From an optimization exercise on the open Yosys and OpenROAD flow, aimed at small area, a short achievable clock period and few clock cycles; shortcuts taken in it are not production practice.
Where RTL was checked, it was by simulation tests only, not by an equivalence proof against the original.
No functional check of the RTL was part of run 3.
No activity file was given, so power comes from the tool's default toggle rates.

--- flow/config.mk ---
export PLATFORM = sky130hd
export DESIGN_NAME = t43dr_codec
export DESIGN_NICKNAME = t43dr_codec
export VERILOG_FILES = /design/flow/design.v
export SDC_FILE = /design/flow/constraint.sdc
export NUM_CORES = 4
export LEC_CHECK = 0
export CAP_MARGIN = 20
export CORE_MARGIN = 2
export CORE_UTILIZATION = 40
export SETUP_SLACK_MARGIN = 2.0
export SLEW_MARGIN = 20
--- flow/constraint.sdc ---
create_clock -name core_clock -period 4.0 [get_ports {clk}]
set_input_delay 0.8000 -clock core_clock [delete_from_list [all_inputs] [get_ports {clk}]]
set_output_delay 0.8000 -clock core_clock [all_outputs]
set_load 0.01 [all_outputs]
--- flow/design.v ---
module t43dr_encoder (
    input  wire        clk,
    input  wire        rst,
    input  wire        start_valid,
    output reg         start_ready,
    input  wire [7:0]  cmd,
    input  wire [15:0] len,
    input  wire        data_valid,
    output wire        data_ready,
    input  wire [7:0]  data,
    output wire        wire_valid,
    input  wire        wire_ready,
    output wire [7:0]  wire_data,
    output reg         size_err
);
    localparam [7:0] START = 8'h02;
    localparam [7:0] END   = 8'h03;
    localparam [7:0] ESC   = 8'h1B;
    reg s_idle, s_start, s_cmd, s_lenh, s_lenl, s_data, s_chk, s_end;
    reg hp;               
    reg [9:0] cnt;        
    reg [7:0] sum;
    reg       wv;         
    reg       ef;         
    reg [7:0] wd;
    function is_marker(input [7:0] b);
        is_marker = (b == START) || (b == END) || (b == ESC);
    endfunction
    assign wire_valid = wv;
    assign wire_data  = ef ? ESC : wd;
    wire can_load = wire_ready && !ef;
    reg dat_rdy;
    assign data_ready = wire_ready && dat_rdy;
    wire too_long = (|len[15:10]) || (len[9] && (|len[8:0]));
    wire take     = start_ready && start_valid;     
    wire take_ok  = take && !too_long;              
    wire d_in = s_data && data_valid;
    wire load = can_load && (s_start || s_cmd || s_lenh || s_lenl || d_in || s_chk || s_end);
    wire [7:0] val = ({8{s_start}}        & START)
                   | ({8{s_cmd || s_chk}} & sum)
                   | ({8{s_lenh}}         & {6'd0, cnt[9:8]})
                   | ({8{s_lenl}}         & cnt[7:0])
                   | ({8{s_data}}         & data)
                   | ({8{s_end}}          & END);
    wire mk = ((s_cmd || s_chk) && is_marker(sum))
           || (s_lenh && (cnt[9:8] == 2'd2))
           || (s_lenl && is_marker(cnt[7:0]))
           || (s_data && is_marker(data));
    wire cnt_zero = (cnt == 10'd0);
    wire cnt_one  = (cnt == 10'd1);
    wire end_go  = s_end && can_load;                    
    wire n_idle  = (s_idle && !take_ok) || (end_go && !hp && !take_ok);
    wire n_start = (s_idle && take_ok) || (end_go && (hp || take_ok)) || (s_start && !can_load);
    wire n_cmd   = (s_start && can_load) || (s_cmd && !can_load);
    wire n_lenh  = (s_cmd && can_load) || (s_lenh && !can_load);
    wire n_lenl  = (s_lenh && can_load) || (s_lenl && !can_load);
    wire n_data  = (s_lenl && can_load && !cnt_zero) || (s_data && !(d_in && can_load && cnt_one));
    wire n_chk   = (s_lenl && can_load && cnt_zero) || (d_in && can_load && cnt_one) || (s_chk && !can_load);
    wire n_end   = (s_chk && can_load) || (s_end && !can_load);
    wire n_hp    = s_end && !can_load && (hp || take_ok);
    wire n_ef = load ? mk : (ef && !wire_ready);
    always @(posedge clk) begin
        if (can_load)
            wd <= val;
        if (take)
            sum <= cmd;
        else if (load && (s_lenh || s_lenl || s_data))
            sum <= sum ^ val;
        if (take)
            cnt <= len[9:0];
        else if (load && s_data)
            cnt <= cnt - 10'd1;
    end
    always @(posedge clk) begin
        if (rst) begin
            s_idle      <= 1'b1;
            s_start     <= 1'b0;
            s_cmd       <= 1'b0;
            s_lenh      <= 1'b0;
            s_lenl      <= 1'b0;
            s_data      <= 1'b0;
            s_chk       <= 1'b0;
            s_end       <= 1'b0;
            hp          <= 1'b0;
            wv          <= 1'b0;
            ef          <= 1'b0;
            size_err    <= 1'b0;
            start_ready <= 1'b0;
            dat_rdy     <= 1'b0;
        end else begin
            s_idle      <= n_idle;
            s_start     <= n_start;
            s_cmd       <= n_cmd;
            s_lenh      <= n_lenh;
            s_lenl      <= n_lenl;
            s_data      <= n_data;
            s_chk       <= n_chk;
            s_end       <= n_end;
            hp          <= n_hp;
            size_err    <= take && too_long;
            ef          <= n_ef;
            if (load)
                wv <= 1'b1;
            else if (wire_ready && !ef)
                wv <= 1'b0;
            start_ready <= n_idle || (n_end && !n_hp);
            dat_rdy     <= n_data && !n_ef;
        end
    end
endmodule
module t43dr_decoder (
    input  wire        clk,
    input  wire        rst,
    input  wire        clear,
    input  wire        in_valid,
    output wire        in_ready,
    input  wire [7:0]  in_data,
    output reg         out_valid,
    input  wire        out_ready,
    output reg         out_last,
    output wire [7:0]  out_data,
    output wire [2:0]  out_status,
    output wire [7:0]  out_cmd,
    output wire [15:0] out_len
);
    reg st_cmd;     
    reg st_lh;      
    reg st_ll;      
    reg st_dat;     
    reg st_chk;     
    reg st_we;      
    reg esc;
    reg [7:0] cmd_r;
    reg [9:0] P;
    reg [9:0] Q;
    reg       h_big;    
    reg [7:0] sum;
    reg [7:0] ev_r;
    assign out_cmd    = cmd_r;
    assign out_len    = {Q[5:0], P};
    assign out_data   = ev_r;
    assign out_status = ev_r[2:0];
    assign in_ready = out_ready;
    wire fire = in_valid && out_ready;
    wire c_cmd = st_cmd && !clear;
    wire c_lh  = st_lh  && !clear;
    wire c_ll  = st_ll  && !clear;
    wire c_dat = st_dat && !clear;
    wire c_chk = st_chk && !clear;
    wire c_we  = st_we  && !clear;
    wire c_esc = esc    && !clear;
    wire c_in  = c_cmd || c_lh || c_ll || c_dat || c_chk || c_we;    
    wire is_se   = (in_data[7:1] == 7'b0000001);    
    wire is_esc  = (in_data == 8'h1B);
    wire literal = c_esc || !(is_se || is_esc);
    wire e_esc   = !c_esc && is_esc;                 
    wire e_start = !c_esc && is_se && !in_data[0];
    wire e_end   = !c_esc && is_se &&  in_data[0];
    wire len_big  = h_big || (P[9] && (|in_data));
    wire len_zero = !h_big && (P[9:8] == 2'd0) && (in_data == 8'd0);
    wire cnt_last = (Q == 10'd1);
    wire n_cmd = e_start || (c_cmd && e_esc);
    wire n_lh  = (c_cmd && literal) || (c_lh && e_esc);
    wire n_ll  = (c_lh  && literal) || (c_ll && e_esc);
    wire n_dat = (c_ll  && literal && !len_big && !len_zero)
              || (c_dat && literal && !cnt_last) || (c_dat && e_esc);
    wire n_chk = (c_ll  && literal && len_zero)
              || (c_dat && literal && cnt_last) || (c_chk && e_esc);
    wire n_we  = (c_chk && literal) || (c_we && e_esc);
    wire ev_size = c_ll && literal && len_big;
    wire ev_dat  = c_dat && literal;
    wire ev_end  = e_end && c_we;
    wire ev      = ev_size || ev_dat || (c_we && literal) || (e_end && c_in);
    wire [2:0] ev_status = ev_size ? 3'd3 :
                           ev_end  ? {1'b0, (sum != 8'h00), 1'b0} : 3'd4;
    always @(posedge clk) begin
        if (st_cmd)
            cmd_r <= in_data;
        if (st_lh) begin
            P[9:8] <= in_data[1:0];
            Q      <= {4'd0, in_data[7:2]};
            h_big  <= (|in_data[7:2]) || (&in_data[1:0]);
        end
        if (st_ll) begin
            P[7:0] <= in_data;
            if (!len_big)
                Q <= {P[9:8], in_data};
        end
        if (st_dat && fire && !clear && !e_esc)
            Q <= Q - 10'd1;
        if (fire && !e_esc)
            sum <= c_cmd ? in_data : (sum ^ in_data);
        if (out_ready) begin
            out_last <= !ev_dat;
            ev_r     <= {in_data[7:3], ev_dat ? in_data[2:0] : ev_status};
        end
    end
    always @(posedge clk) begin
        if (rst) begin
            st_cmd    <= 1'b0;
            st_lh     <= 1'b0;
            st_ll     <= 1'b0;
            st_dat    <= 1'b0;
            st_chk    <= 1'b0;
            st_we     <= 1'b0;
            esc       <= 1'b0;
            out_valid <= 1'b0;
        end else begin
            if (out_ready)
                out_valid <= in_valid && ev;
            if (fire) begin
                st_cmd <= n_cmd;
                st_lh  <= n_lh;
                st_ll  <= n_ll;
                st_dat <= n_dat;
                st_chk <= n_chk;
                st_we  <= n_we;
                esc    <= e_esc;
            end else if (clear) begin
                st_cmd <= 1'b0;
                st_lh  <= 1'b0;
                st_ll  <= 1'b0;
                st_dat <= 1'b0;
                st_chk <= 1'b0;
                st_we  <= 1'b0;
                esc    <= 1'b0;
            end
        end
    end
endmodule
module t43dr_codec (
    input  wire        clk,
    input  wire        rst,
    input  wire        tx_start_valid,
    output wire        tx_start_ready,
    input  wire [7:0]  tx_cmd,
    input  wire [15:0] tx_len,
    input  wire        tx_data_valid,
    output wire        tx_data_ready,
    input  wire [7:0]  tx_data,
    output wire        txw_valid,
    input  wire        txw_ready,
    output wire [7:0]  txw_data,
    output wire        tx_size_err,
    input  wire        rx_clear,
    input  wire        rx_valid,
    output wire        rx_ready,
    input  wire [7:0]  rx_data,
    output wire        rxo_valid,
    input  wire        rxo_ready,
    output wire        rxo_last,
    output wire [7:0]  rxo_data,
    output wire [2:0]  rxo_status,
    output wire [7:0]  rxo_cmd,
    output wire [15:0] rxo_len
);
    t43dr_encoder u_enc (
        .clk         (clk),
        .rst         (rst),
        .start_valid (tx_start_valid),
        .start_ready (tx_start_ready),
        .cmd         (tx_cmd),
        .len         (tx_len),
        .data_valid  (tx_data_valid),
        .data_ready  (tx_data_ready),
        .data        (tx_data),
        .wire_valid  (txw_valid),
        .wire_ready  (txw_ready),
        .wire_data   (txw_data),
        .size_err    (tx_size_err)
    );
    t43dr_decoder u_dec (
        .clk        (clk),
        .rst        (rst),
        .clear      (rx_clear),
        .in_valid   (rx_valid),
        .in_ready   (rx_ready),
        .in_data    (rx_data),
        .out_valid  (rxo_valid),
        .out_ready  (rxo_ready),
        .out_last   (rxo_last),
        .out_data   (rxo_data),
        .out_status (rxo_status),
        .out_cmd    (rxo_cmd),
        .out_len    (rxo_len)
    );
endmodule
--- flow/flow/run.sh ---
#!/bin/bash
# Standard ORFS layout, with three changes: the port buffers are a small, fast
# buffer instead of the default delay buffer; clock tree synthesis adds no
# dummy loads; and each ready output is placed beside the input it follows.
set -euo pipefail
PORTBUF=sky130_fd_sc_hd__buf_1
CTS="-sink_clustering_enable -repair_clock_nets -buf_list sky130_fd_sc_hd__clkbuf_8 -dont_use_dummy_load"
bash standard.sh "BUFFER_PORTS_ARGS=-buffer_cell $PORTBUF" "CTS_ARGS=$CTS" "IO_CONSTRAINTS=$(pwd)/flow/io.tcl" finish > standard.log 2>&1
--- flow/flow/io.tcl ---
# Keep each ready output next to the input it follows, so that the path
# between them stays short.
set_io_pin_constraint -group -order -pin_names {rxo_ready rx_ready}
set_io_pin_constraint -group -order -pin_names {tx_start_ready txw_ready tx_data_ready}
--- flow/standard.sh ---
#!/bin/bash
# synth_recipe.tcl (not shown) runs the flow's synth.tcl, then flattens the netlist and writes it again
# the make line also repeats each setting of config.mk as NAME=value (left out here)
make -C /OpenROAD-flow-scripts/flow DESIGN_CONFIG=/design/flow/config.mk WORK_HOME=/design/flow/orfs CLKGATE_MAP_FILE= SYNTH_SCRIPT=/design/flow/synth_recipe.tcl "${@:-finish}"
==> results of run 1 <==
-- power by group through the flow --
stage,Combinational [uW],Sequential [uW],Clock (uW)
6_report,165,1090,501
3_5_place_dp,151,1110,0
3_3_place_gp,148,1110,0
4_1_cts,162,1090,516
2_1_floorplan,97.2,1110,0
5_1_grt,183,1100,557
-- critical path: cells and delay by family (launching register included) --
kind                   cells  cell delay (ns)
flip-flops                 1             0.38
buffers and inverters      1             0.13
AND/OR/NAND/NOR            1             0.31
-- cells by family (layout without fill, tap and decap cells) --
kind of cell / Yosys count / count (layout) / share of synthesized area
AO/OA/AOI/OAI: 108 / 108 / 0.156
multiplexers: 5 / 5 / 0.0107
adder cells (fa/ha/maj): 7 / 7 / 0.0187
buffers and inverters: 42 / 130 / 0.0497
flip-flops: 94 / 94 / 0.534
AND/OR/NAND/NOR: 179 / 179 / 0.195
XOR/XNOR: 19 / 19 / 0.0355
-- timing repair --
| action | in CTS | in global routing |
|---|---|---|
| setup endpoints to repair | 55 | 31 |
| pin swaps | 1 | 5 |
| hold buffers | 0 | 0 |
| buffers inserted | 6 | 4 |
| gates resized for setup | 25 | 29 |
-- final cells by class --
cell class                 instances  area, sq um  area share
clock buffer                       9          124      0.0227
inverter                          11         42.5     0.00780
multi-input combinational        318         2060       0.378
sequential                        94         2510       0.460
tap                              143          179      0.0328
timing repair buffer             110          541      0.0992
-- final timing paths --
check                                        to  cells past startpoint  slack, ns
worst min-delay path            u_dec.out_valid                      2       0.48
worst max register to register     u_enc.cnt[9]                      4       2.10
worst max-delay path                txw_data[1]                      2       2.02
worst min register to register  u_dec.out_valid                      2       0.48
-- per-stage QoR --
step           instances  hold WS [ns]  cell area (sq um)
2_1_floorplan        454         0.446               4720
3_3_place_gp         666         0.462               5090
3_5_place_dp         666         0.469               5090
4_1_cts              681         0.481               5340
5_1_grt              685         0.516               5450
6_report             685         0.476               5450
-- cell usage after synthesis (all sizes together) (13+ instances only) --
| cell | number | area share |
|---|---|---|
| edfxtp | 62 | 0.40 |
| clkbuf | 17 | 0.018 |
| nand2 | 49 | 0.040 |
| nor3 | 13 | 0.014 |
| a21oi | 26 | 0.028 |
| dfxtp | 32 | 0.14 |
| o21ai | 16 | 0.017 |
| a22oi | 13 | 0.021 |
| nand3 | 15 | 0.016 |
| buf | 14 | 0.023 |
| nor2 | 44 | 0.035 |
| xnor2 | 17 | 0.032 |
| o211ai | 13 | 0.021 |
-- registers in the layout, summed over array words and instances (netlist names), 8 cells and up, named ones only --
name / count
u_dec.P: 10
u_dec.Q: 10
u_dec.cmd_r: 8
u_dec.ev_r: 8
u_dec.sum: 8
u_enc.cnt: 10
u_enc.sum: 8
u_enc.wd: 8
-- routing by layer --
metal  track usage  wire [um]  vias to the layer above
li1              -          -                     1837
met1         0.246       5100                     1774
met2         0.294       5460                      116
met3        0.0405        601                       11
met4        0.0642        146                        0
met5             0          0                        -
==> notes.md, run 1 <==
Syn Inst Count between 400 and 500; PwrDens 322 mW/mm^2; Core Rows 39; Worst-Margin Slew around 0.76 ns; dpl hpwl a little over 8 mm; antenna violations before repair 0; Worst-path clk slew 0.07 ns; RSZ-0062 raised after global routing true; placer congestion estimate roughly 0.86; quantity of I/O buffers inserted on ports 97; crit path from u_enc.ef; FF+latch count, synth 94; switching share of power 0.240; critical path type register to output pin; worst path arrival time approximately 1.2 ns; Fill cells about 1100; Slew Limit Headroom 0.493; Worst path slowest cell dfxtp_4; Worst VDD drop around 0.21 mV; Place WS roughly 1.3 ns; Distinct cells, synth 65; die area ~0.013 sq mm; Starting Density 0.410; first-pass GRT wire length roughly 18 mm; Critical Path RT approximately 3.2 ns; total core area 0.0114 sq mm; syn_area_per_cell a little over 10 sq um; Worst-Skew Late Latency about 0.38 ns; hold_sp u_dec.out_valid; Flop pwr share 0.622; top_reg_cell synth edfxtp_1; io pins around 100; Post-synth EDFFs a little over 60; Internal between 1000 and 1500 uW; wire length per cell around 17 um; Max Cap Viol 0; CTS sink cnt 94; TritonCTS buffer count 9; final hold vios 0; Comb pwr share 0.094; Die H approximately 110 um; most common cell after layout, fill and taps aside buf_1; CTS tree done; PnR Total Power ~1800 uW; GRT Total Usage 0.183; most frequent cells in the layout 78 x buf_1, 62 x edfxtp_1, 47 x nand2_1; fin nets approximately 600; Clock power frac 0.285; Highest Clock Rate 0.505 GHz; Die Width around 110 um; Via density approximately 5.5; largest net degree at the start of global routing 23; RR Startpoint u_enc.cnt[1]; endpoints failing setup 0; Finished Core Util 0.477; GRT Residual Overflow 0; clock skew approximately 0.024 ns; final slew viol count 0; area of the mapped netlist around 0.0047 sq mm; crit share post-route 0.495; Setup WS post-layout a little over 2 ns; Ys Warns 2; Setup TNS 0 ns; antenna cells 0; CP Max Fanout 7; drt drc 0; leakage power between 0.0015 and 0.002 uW; initial drt markers roughly 250; vias in the first global route 3594; Setup crit end kind output pin; status timing/DRC/antenna clean; deepest clock path buffer count 2; DRT Pass-1 Iters 5; via count approximately 3700; Area growth, synth to finish 16.3%; sw power around 420 uW; Worst Hold Class register to register; Mapped Nets ~510; crit path cell chain or2_2, clkbuf_2; ANT nets after route 0; DRT Wirelength between 10 and 15 mm; Clock Tree Root clkbuf_8; FFs w/ async S/R, synth 0; sequential fraction of the synthesis area 0.534; share of layout cells above drive strength 1 0.142; H-Tree Depth 3; Period minus WS final 1.98 ns; crit-path max cell delay roughly 0.38 ns; Critical Path Source Type register
Testbench counts, summed over its fixed seeds: cycles 75,669.
==> run 2: changes to the inputs <==
--- a/flow/config.mk
+++ b/flow/config.mk
@@ -7,6 +7,6 @@
 export LEC_CHECK = 0
 export CAP_MARGIN = 20
 export CORE_MARGIN = 2
-export CORE_UTILIZATION = 40
+export CORE_UTILIZATION = 30
 export SETUP_SLACK_MARGIN = 2.0
 export SLEW_MARGIN = 20
==> notes.md, run 2 <==
Setup TNS 0 ns; vias in the first global route between 3000 and 4000; Starting Density 0.307; placed inst area roughly 0.0052 sq mm; wire length per cell about 15 um; sequential cell area about 0.0025 sq mm; initial drt markers around 270; Crit. path cell count 3; fin nets a little under 600; GRT Residual Overflow 0; Place WS around 1.3 ns; CTS tree done; DRT Wirelength roughly 12 mm; crit share post-route 0.497; antenna cells 0; Slew Limit Headroom 0.528; Highest Clock Rate 0.503 GHz; sequential fraction of the synthesis area 0.534; CP most frequent cell buf_2; first-pass GRT wire length approximately 18 mm; largest net degree at the start of global routing 22; Worst path slowest cell buf_2; Finished Core Util 0.357; dpl hpwl 8.48 mm; Critical Path RT between 3 and 4 ns; DRT Pass-1 Iters 5; Post-synth EDFFs just over 60; most common cell after layout, fill and taps aside buf_1; share of layout cells above drive strength 1 0.119; Worst Hold Class register to register; wire length on met1 ~5.2 mm; CP Max Fanout 3; crit-path max cell delay around 0.14 ns; Worst VDD drop ~0.18 mV; critical path type input pin to output pin; worst path arrival time ~1.2 ns; count leader, synth edfxtp_1; H-Tree Depth 3; drt drc 0; Worst Path Buf+Inv 2; quantity of I/O buffers inserted on ports a little under 100; Via density 5.09; antenna violations before repair 0; Critical Path Source Type input pin; TritonCTS buffer count 9; Setup crit end kind output pin; syn_area_per_cell 10.3 sq um; PwrDens 322 mW/mm^2; Die H roughly 130 um; RSZ-0062 raised after global routing true; top_reg_cell synth edfxtp_1; placer congestion estimate about 0.83; final instance area ~0.0054 sq mm; Yosys top cell area share 0.397; worst reg2reg path endpoint u_enc.cnt[9]; most frequent cells in the layout 84 x buf_1, 62 x edfxtp_1, 47 x nand2_1; CTS sink cnt 94; Syn Inst Count roughly 450; endpoints failing setup 0; final slew viol count 0; Largest regs u_dec.P x10, u_dec.Q x10, u_enc.cnt x10; Worst-path clk slew around 0.07 ns; most area-consuming cells after synthesis edfxtp_1 40%, dfxtp_1 14%, nand2_1 3.8%, nor2_1 3.5%, xnor2_1 3.2%; PnR Total Power roughly 1800 uW; via count about 3800; deepest clock path buffer count 2; FF+latch count, synth 94; Clock Tree Root clkbuf_8; DR WL met3 around 480 um; die area about 0.017 sq mm; FFs w/ async S/R, synth 0; Area growth, synth to finish 16.1%; Worst-Margin Slew about 0.71 ns; clock skew approximately 0.023 ns; worst reg-to-reg path cell count 4; Worst-Skew Late Latency approximately 0.37 ns; WL met2 approximately 5.6 mm; RR Startpoint u_enc.cnt[3]; CP delay by family, top buffers and inverters; Max Cap Viol 0; ANT nets after route 0; area of the mapped netlist between 0.004 and 0.005 sq mm; Fill cells between 1500 and 2000; most frequent cells after synthesis 62 x edfxtp_1, 48 x nand2_1, 44 x nor2_1, 32 x dfxtp_1, 26 x a21oi_1; top sig layer met4; final hold vios 0; leakage power roughly 0.0018 uW; Core Rows 45; flop2flop setup slack 2.12 ns; Mapped Nets 509; GRT Total Usage 0.142; io pins 98; status timing/DRC/antenna clean; crit path cell chain buf_2, and2_1, buf_2; Distinct cells, synth 65; Setup WS post-layout a little over 2 ns; Die Width about 130 um; Period minus WS final 1.99 ns; crit path from txw_ready; area of the multi-input gates between 0.002 and 0.0025 sq mm; total core area 0.0153 sq mm; cell taking the most area after synthesis edfxtp_1; Worst setup endpoint tx_data_ready; Ys Warns 2
## run 2: cell count changes in the layout (fill, tap and decap cells not counted), sizes merged
| cell | delta |
|---|---|
| clkbuf | -4 |
| buf | +2 |
## run 2: worst min-delay path by stage
stage,slack (ns),start,depth (start not counted),end
finish,0.48,u_enc.s_start,2,register
global placement,0.47,u_enc.s_start,2,register
floorplan,0.45,u_enc.s_start,2,register
CTS,0.49,u_enc.s_start,2,register
global route,0.52,u_enc.s_start,2,register
detailed placement,0.49,u_enc.s_start,2,register
## run 2: per-layer routing
metal | global-route usage | vias to the layer above
met1 | 0.183 | 1852
met4 | 0.0480 | 0
met2 | 0.237 | 117
li1 | - | 1837
met3 | 0.0299 | 17
met5 | 0 | -
## run 2: layout make-up
cell class,instances,share of cell area
Tap cell,211,0.0485
Multi-Input combinational cell,318,0.374
Sequential cell,94,0.460
Clock buffer,9,0.0228
Timing Repair Buffer,108,0.0865
Inverter,11,0.00782
## run 2: report_power, final
group	leakage [uW]	internal [uW]	switching [uW]	total, uW
registers	0.000843	1070	26.2	1090
clock network	0.0000647	202	297	499
logic	0.000906	62.7	97.3	160
total	0.00181	1330	420	1750
## run 2: stage by stage
step                      hold WS, ns  cells
after detailed placement        0.488    735
after CTS                       0.489    749
final                           0.483    751
after global routing            0.520    751
after global placement          0.470    735
after floorplan                 0.446    454
## run 2: worst min-delay path, cell delays in order, from the launching register on
cell	delay [ns]
dfxtp_1	0.33
nand2_1	0.06
a21oi_1	0.05
## run 2: kinds of logic (layout without fill, tap and decap cells)
group / after synthesis / after routing / synth area share
and+or+nand+nor: 179 / 179 / 0.195
AOI/OAI and AO/OA: 108 / 108 / 0.156
DFF: 94 / 94 / 0.534
buffers and inverters: 42 / 128 / 0.0497
xor gates and xnor gates: 19 / 19 / 0.0355
adders and majority gates: 7 / 7 / 0.0187
muxes: 5 / 5 / 0.0107
## run 2: timing repair
| action | 4_1_cts | 5_1_grt |
|---|---|---|
| pin swaps | 2 | 3 |
| gates resized for setup | 20 | 9 |
| hold buffers | 0 | 0 |
| setup buffers | 5 | 2 |
| setup endpoints to repair | 52 | 30 |
==> run 3: changes to the inputs <==
--- a/flow/design.v
+++ b/flow/design.v
@@ -133,7 +133,6 @@
     reg [7:0] cmd_r;
     reg [9:0] P;
     reg [9:0] Q;
-    reg       h_big;    
     reg [7:0] sum;
     reg [7:0] ev_r;
     assign out_cmd    = cmd_r;
@@ -156,6 +155,7 @@
     wire e_esc   = !c_esc && is_esc;                 
     wire e_start = !c_esc && is_se && !in_data[0];
     wire e_end   = !c_esc && is_se &&  in_data[0];
+    wire h_big    = (|Q[5:0]) || (&P[9:8]);             
     wire len_big  = h_big || (P[9] && (|in_data));
     wire len_zero = !h_big && (P[9:8] == 2'd0) && (in_data == 8'd0);
     wire cnt_last = (Q == 10'd1);
@@ -179,11 +179,10 @@
         if (st_lh) begin
             P[9:8] <= in_data[1:0];
             Q      <= {4'd0, in_data[7:2]};
-            h_big  <= (|in_data[7:2]) || (&in_data[1:0]);
         end
         if (st_ll) begin
             P[7:0] <= in_data;
-            if (!len_big)
+            if (fire && !e_esc && !len_big)
                 Q <= {P[9:8], in_data};
         end
         if (st_dat && fire && !clear && !e_esc)
==> notes.md, run 3 <==
status timing/DRC/antenna clean; io pins 98; dpl hpwl about 8.5 mm; Yosys top cell area share 0.385; sequential fraction of the synthesis area 0.519; antenna violations before repair 0; cell taking the most area after synthesis edfxtp_1; hold_sp u_enc.s_start; Starting Density 0.303; Worst-Margin Slew 0.757 ns; Critical Path Source Type input pin; RSZ-0062 raised after global routing true; Syn Inst Count around 460; GRT Total Usage 0.140; syn_area_per_cell between 10 and 15 sq um; worst reg2reg path endpoint u_enc.cnt[7]; deepest clock path buffer count 2; quantity of I/O buffers inserted on ports 97; crit path from txw_ready; CTS tree done; DRT Wirelength approximately 12 mm; Largest regs u_dec.P x10, u_dec.Q x10, u_enc.cnt x10; leakage power slightly above 0.002 uW; most frequent cells in the layout 83 x buf_1, 61 x edfxtp_1, 56 x nand2_1; wire length per cell 15.1 um; Setup TNS 0 ns; antenna cells 0; initial drt markers 295; Area growth, synth to finish 19.8%; die area 0.0169 sq mm; Max Cap Viol 0; total core area between 0.015 and 0.02 sq mm; largest net degree at the start of global routing 24; Die H approximately 130 um; crit share post-route 0.501; Die Width 130 um; final slew viol count 0; H-Tree Depth 3; Worst VDD drop approximately 0.12 mV; clock skew 0.0395 ns; Worst-Skew Late Latency around 0.37 ns; critical path type input pin to output pin; DRT Pass-1 Iters 5; Highest Clock Rate between 0.4 and 0.5 GHz; DP Cell Count between 700 and 800; ANT nets after route 0; Distinct cells, synth around 70; Ys Warns 2; FFs w/ async S/R, synth 0; most area-consuming cells after synthesis edfxtp_1 38%, dfxtp_1 13%, nand2_1 4.6%, nor2_1 3.6%, xnor2_1 2.9%; Critical Path RT about 3.2 ns; share of layout cells above drive strength 1 0.144; placed inst area roughly 0.0053 sq mm; Slew Limit Headroom 0.494; final instance area 0.00570 sq mm; Worst Hold Class register to register; first-pass GRT wire length ~19 mm; Core Rows between 40 and 50; Setup crit end kind output pin; via count ~3900; Mapped Nets 520; placer congestion estimate between 0.8 and 0.9; count leader, synth edfxtp_1; fin nets between 600 and 700; worst hold slack 0.483 ns; Finished Core Util 0.363; Cells on Worst Hold Path 2; RR Startpoint u_enc.cnt[4]; TritonCTS buffer count 9; worst reg-to-reg path cell count 5; GRT Residual Overflow 0; CP Max Fanout 3; CTS sink cnt 93; Final Non-Filler Cells 780; area of the mapped netlist between 0.004 and 0.005 sq mm; FF+latch count, synth 93; most common cell after layout, fill and taps aside buf_1; Worst-path clk slew approximately 0.070 ns; Period minus WS final ~2 ns; Via density 5.00; vias in the first global route between 3000 and 4000; Post-synth EDFFs 61; worst path arrival time roughly 1.2 ns; most frequent cells after synthesis 61 x edfxtp_1, 58 x nand2_1, 46 x nor2_1, 32 x dfxtp_1, 26 x a21oi_1; top_reg_cell synth edfxtp_1; drt drc 0; flop2flop setup slack between 2 and 2.5 ns; endpoints failing setup 0; PwrDens 305 mW/mm^2; Fill cells roughly 1600; final hold vios 0; Clock Tree Root clkbuf_8
[run 3: cell types whose count changed after synthesis, sizes merged, moves of 4 or more]
| cell | previous run | this run |
|---|---|---|
| clkbuf | 17 | 12 |
| inv | 10 | 14 |
| nand2 | 49 | 59 |
| nand3 | 15 | 19 |
| o211ai | 13 | 8 |
| o21ai | 16 | 11 |
| or2 | 9 | 5 |
[run 3: area by class of cell]
class | count | area, sq um | area share
Sequential cell | 93 | 2480 | 0.434
Multi-Input combinational cell | 328 | 2170 | 0.380
Timing Repair Buffer | 119 | 598 | 0.105
Tap cell | 216 | 270 | 0.0474
Inverter | 15 | 66.3 | 0.0116
Clock buffer | 9 | 124 | 0.0217
[run 3: worst max-delay path by stage]
stage	slack (ns)	end
after detailed placement	1.37	u_enc.dat_rdy
after floorplan	1.92	u_dec.Q[1]
final	1.99	tx_data_ready
after global placement	1.42	u_dec.Q[4]
after CTS	2.00	rx_ready
after global routing	1.96	u_enc.cnt[7]
[run 3: critical path, stage by stage]
cell and delay (ns):
buf_2 0.12, and2_1 0.14, buf_2 0.14
[run 3: logic make-up (layout without fill, tap and decap cells)]
logic type	after synthesis	after routing	synth area share
adder cells (fa/ha/maj)	8	8	0.0210
buffers and inverters	43	143	0.0481
XOR/XNOR	20	20	0.0368
AO/OA/AOI/OAI	99	99	0.147
flip-flops	93	93	0.519
multiplexers	9	9	0.0192
AND/OR/NAND/NOR	192	192	0.209
[run 3: layer usage]
| metal | global-route usage | share of wire |
|---|---|---|
| met3 | 0.0361 | 0.060 |
| met5 | 0 | 0 |
| met2 | 0.226 | 0.47 |
| met1 | 0.182 | 0.46 |
| met4 | 0.0487 | 0.012 |
[run 3: per-stage QoR]
step	total power, uW	worst slack, ns
2_1_floorplan	1180	1.92
3_3_place_gp	1240	1.42
3_5_place_dp	1240	1.37
4_1_cts	1750	2.00
5_1_grt	1810	1.96
6_report	1740	1.99
[run 3: what timing repair did]
action,4_1_cts,5_1_grt
hold buffers,0,0
pin swaps,1,2
endpoints found under the setup margin,45,41
resized for setup,17,26
buffers inserted,2,17
[run 3: power by group]
| part | leakage (uW) | internal [uW] | switching, uW |
|---|---|---|---|
| Combinational | 0.00112 | 69.3 | 98.4 |
| Clock | 0.0000647 | 202 | 293 |
| Sequential | 0.000830 | 1050 | 22.4 |

==> re-timing with driven ports <==
How much do the figures lean on ideal ports? The routed layouts below were timed once more, with nothing changed but the port constraints. Step 1 sets driving cells, clkbuf_16 on the clock port and buf_2 on the other inputs (assumed; they add their load-dependent delay and slew). Step 2 times the ports against the registers' clock, not the clock port: input delays grow and output delays shrink by t, the midpoint of the rising clock arrivals with the driver on. Slacks: no drivers / after step 1 / after step 2; pairs: no drivers / after step 1.
run	t, ns	slack for setup (ns)	worst setup path at the end
run 1	0.399	2.021 / 1.988 / 1.625	input to register
run 2	0.390	2.013 / 1.992 / 1.628	input to register
run 3	0.381	1.994 / 1.975 / 1.645	input to register
After both steps every run listed still meets setup and hold. The setup slack of run 1, which loses most, moves by -0.033 ns with the drivers and by -0.396 ns with both steps.
